Background: an optimization exercise with open tools, aiming at small area. Do not read the settings as production practice.
In this exercise RTL edits were held to simulation tests only and were not proved equivalent to the original.
Power is estimated from default activity; no workload was simulated.

Design nb_engine, start of the top module:
module nb_engine (
    input  wire         clk,
    input  wire         rst,
    input  wire         cmd_valid,
    output wire         cmd_ready,
    input  wire [127:0] cmd_desc,
    output wire         busy,
    input  wire         src_valid,
    output wire         src_ready,
    input  wire [31:0]  src_data,
    output wire         dst_valid,
    output wire [31:0]  dst_data,
    input  wire [15:0]  cfg_wait_bound,
    input  wire         cfg_rfin_clk_low,
    output wire         bus_clk,
    output wire         bus_nrd,
    output wire         bus_start,
    output wire         bus_doe,
    output wire [7:0]   bus_dout,
    input  wire [7:0]   bus_din,
    input  wire         bus_nwait,
    output wire         irq_inhibit,
    input  wire [15:0]  owm_in,
    output wire         owm_we,
    output wire [15:0]  owm_wdata,
    output wire [1:0]   status_code,
    output wire [1:0]   status_where,
    output wire [31:0]  status_index,
    output wire [39:0]  status_addr
);
Size: roughly 1,200 cells after synthesis, ~11,000 um^2 of cells after synthesis.
==> flow/config.mk <==
export PLATFORM = sky130hd
export DESIGN_NAME = nb_engine
export DESIGN_NICKNAME = nb_engine
export VERILOG_FILES = /design/flow/design.v
export SDC_FILE = /design/flow/constraint.sdc
export NUM_CORES = 4
export LEC_CHECK = 0
export CAP_MARGIN = 20
export CORE_MARGIN = 2
export CORE_UTILIZATION = 60
export CTS_BUF_LIST = sky130_fd_sc_hd__clkbuf_16
export CTS_CLUSTER_DIAMETER = 90
export CTS_CLUSTER_SIZE = 26
export SLEW_MARGIN = 20
==> flow/constraint.sdc <==
create_clock -name core_clock -period 8.0 [get_ports {clk}]
set_input_delay 1.6000 -clock core_clock [delete_from_list [all_inputs] [get_ports {clk}]]
set_output_delay 1.6000 -clock core_clock [all_outputs]
set_load 0.01 [all_outputs]
standard.sh (not shown) runs the stock make flow with config.mk's settings and CLKGATE_MAP_FILE= SYNTH_SCRIPT=/design/flow/synth_recipe.tcl, a recipe that flattens the netlist after the stock synthesis.
==> flow/flow/run.sh <==
#!/bin/bash
# Standard layout, with the port buffers made from the smallest buffer cell
# and the synthesis buffers removed before placement.
set -euo pipefail
export BUFFER_PORTS_ARGS="-buffer_cell sky130_fd_sc_hd__buf_1"
export REMOVE_ABC_BUFFERS=1
bash standard.sh > standard.log 2>&1
The starting point completed with no timing, DRC or antenna violations.
==> next run, changes <==
==> flow/flow/run.sh (replaced) <==
#!/bin/bash
# Standard layout, with the port buffers made from the smallest buffer cell,
# the synthesis buffers removed before placement, and a clock tree of
# clkbuf_8 leaf clusters without dummy loads.
set -euo pipefail
export BUFFER_PORTS_ARGS="-buffer_cell sky130_fd_sc_hd__buf_1"
export REMOVE_ABC_BUFFERS=1
export CTS_ARGS="-sink_clustering_enable -repair_clock_nets -dont_use_dummy_load -sink_clustering_size 16 -sink_clustering_max_diameter 60 -buf_list sky130_fd_sc_hd__clkbuf_8"
bash standard.sh > standard.log 2>&1
Settings changed: CORE_UTILIZATION 60 to 65, CTS_BUF_LIST sky130_fd_sc_hd__clkbuf_16 to not set, CTS_CLUSTER_DIAMETER 90 to not set, CTS_CLUSTER_SIZE 26 to not set.
Effect: The new run ran to the end with no violations. Routed wire length barely changes. Utilization goes up by 5.2 points. Sequential power is about the same. Setup slack improved by 0.048 ns. Global-route usage grows by 2.5 points.

========
nb_engine, a different RTL version from the one above (not shown whole).
Size: about 1,100 cells after synthesis, about 270 flip-flops, roughly 350 I/O pins, ~0.013 sq mm of cells after synthesis.
Settings: LEC_CHECK=0, CAP_MARGIN=20, CORE_MARGIN=2, CORE_UTILIZATION=40, SLEW_MARGIN=20; clock period 8.0 ns.
==> flow/flow/run.sh <==
#!/bin/bash
# Standard layout, with the port buffers made from the smallest buffer cell.
set -euo pipefail
export BUFFER_PORTS_ARGS="-buffer_cell sky130_fd_sc_hd__buf_1"
bash standard.sh > standard.log 2>&1
Rerun with:
- CORE_UTILIZATION: 40 -> 60
- CTS_BUF_LIST: unset -> sky130_fd_sc_hd__clkbuf_16
- CTS_CLUSTER_DIAMETER: unset -> 100
- CTS_CLUSTER_SIZE: unset -> 30
- The changed run produced a clean layout
- worst setup slack gets worse by 0.13 ns
- total power went down by about a fifth
- critical path depth is unchanged
- die area decreases by a quarter to a third
- register-to-register slack loses 0.13 ns
- final cell count goes down by a little under a tenth
- maximum frequency decreases slightly
- first-iteration DRC count goes up by a quarter to a third
- design area came out lower by a few percent
Rerun with:
- CTS_BUF_LIST: sky130_fd_sc_hd__clkbuf_16 -> sky130_fd_sc_hd__clkbuf_8
- CTS_CLUSTER_DIAMETER: 100 -> unset
- CTS_CLUSTER_SIZE: 30 -> unset
Outcome: Final area went up by about 4%; non-clock buffer count is unchanged; clock power went up by about 70%; clock skew stays flat; sequential power barely changes; worst hold slack loses 0.010 ns; wire length went up by about 2.5%; die area stays the same; combinational power hardly moves.
Rerun with:
==> flow/run.sh (new file) <==
#!/bin/bash
# synth_recipe.tcl (not shown) runs the flow's synth.tcl, then flattens the netlist and writes it again
# the make line also repeats each setting of config.mk as NAME=value (left out here)
make -C /OpenROAD-flow-scripts/flow DESIGN_CONFIG=/design/flow/config.mk WORK_HOME=/design/flow/orfs CLKGATE_MAP_FILE= SYNTH_SCRIPT=/design/flow/synth_recipe.tcl finish
- CORE_UTILIZATION: 60 -> 40
- CTS_BUF_LIST: sky130_fd_sc_hd__clkbuf_8 -> unset
removed: flow/flow/run.sh
removed: flow/standard.sh
Result: Wire length grows by about 14%. Setup slack gets better by 0.088 ns. Global-route usage shrinks by 6.5 points. Via count shrinks by about 1.6%. Die area grows by about 50%. First-iteration DRC count shrinks by 42%.

========
## old
nb_engine, a different RTL version from the one above (not shown whole).
Size in the first run: ~1100 cells after synthesis, ~0.012 sq mm of cells after synthesis.
==> flow/config.mk <==
export PLATFORM = sky130hd
export DESIGN_NAME = nb_engine
export DESIGN_NICKNAME = nb_engine
export VERILOG_FILES = /design/flow/design.v
export SDC_FILE = /design/flow/constraint.sdc
export NUM_CORES = 4
export LEC_CHECK = 0
export CAP_MARGIN = 20
export CORE_MARGIN = 2
export CORE_UTILIZATION = 60
export CTS_BUF_LIST = sky130_fd_sc_hd__clkbuf_16
export CTS_CLUSTER_DIAMETER = 90
export CTS_CLUSTER_SIZE = 26
export SLEW_MARGIN = 20
==> flow/constraint.sdc <==
create_clock -name core_clock -period 8.0 [get_ports {clk}]
set_input_delay 1.6000 -clock core_clock [delete_from_list [all_inputs] [get_ports {clk}]]
set_output_delay 1.6000 -clock core_clock [all_outputs]
set_load 0.01 [all_outputs]
==> flow/flow/run.sh <==
#!/bin/bash
# Standard layout, with the port buffers made from the smallest buffer cell,
# synthesis buffers removed before placement and non-critical cells downsized
# after global routing.
set -euo pipefail
export BUFFER_PORTS_ARGS="-buffer_cell sky130_fd_sc_hd__buf_1"
export REMOVE_ABC_BUFFERS=1
export RECOVER_POWER=100
bash standard.sh > standard.log 2>&1
The flow for old finished, though final verification flagged capacitance limit, slew limit.
Relative to old, the following input files were edited for new:
==> flow/flow/run.sh <==
#!/bin/bash
# Standard layout, with the port buffers made from the smallest buffer cell.
set -euo pipefail
export BUFFER_PORTS_ARGS="-buffer_cell sky130_fd_sc_hd__buf_1"
bash standard.sh > standard.log 2>&1
Findings:
- new finished every stage and its layout cleared the timing, design-rule and antenna checks.
- Measured against old, the routed length on met2 of new comes out at 1.08 times the reference value.
- old vs new, start point of the critical path: seq[0] vs seq[1]
- new vs old, time the worst path needs with I/O delays and setup went down by 170 ps.
- Between old and new, the flow reports largest net degree at the start of global routing increasing by more than 10%.

[port drivers added, routing unchanged]
No port has a modelled driver above. Below, the same layouts with a new extraction and two added sets of constraints. Step 1 (the two cells are an assumption about what drives the block):
set clk [get_ports {clk}]
set_driving_cell -lib_cell sky130_fd_sc_hd__clkbuf_16 $clk
set_driving_cell -lib_cell sky130_fd_sc_hd__buf_2 [delete_from_list [all_inputs] $clk]
Step 2, shift: input delay + t, output delay - t, t = (earliest + latest rising clock arrival at the registers) / 2. This alone moves slack from input paths to output paths. Three values: ideal ports, drivers, drivers and shift; two values: the first two.
| run | t (ns) | setup slack, ns | worst setup path at the end | latest minus earliest clock arrival (ns) | pins driven straight from the clock port |
|---|---|---|---|---|---|
| the first run of note 1 | 0.518 | 1.306 / 1.306 / 1.306 | register to register | 0.015 / 0.015 | 1 |
| the second run of note 1 | 0.559 | 1.354 / 1.354 / 1.354 | register to register | 0.023 / 0.023 | 1 |
| the first run of note 2 | 0.602 | 0.362 / 0.362 / 0.362 | register to register | 0.032 / 0.032 | 1 |
| the second run of note 2 | 0.536 | 0.231 / 0.231 / 0.231 | register to register | 0.015 / 0.015 | 1 |
| the third run of note 2 | 0.585 | 0.223 / 0.223 / 0.223 | register to register | 0.018 / 0.019 | 1 |
| the fourth run of note 2 | 0.611 | 0.311 / 0.311 / 0.311 | register to register | 0.017 / 0.017 | 1 |
| old | 0.520 | 1.194 / 1.194 / 1.194 | register to register | 0.033 / 0.033 | 1 |
| new | 0.528 | 1.359 / 1.359 / 1.359 | register to register | 0.021 / 0.021 | 1 |
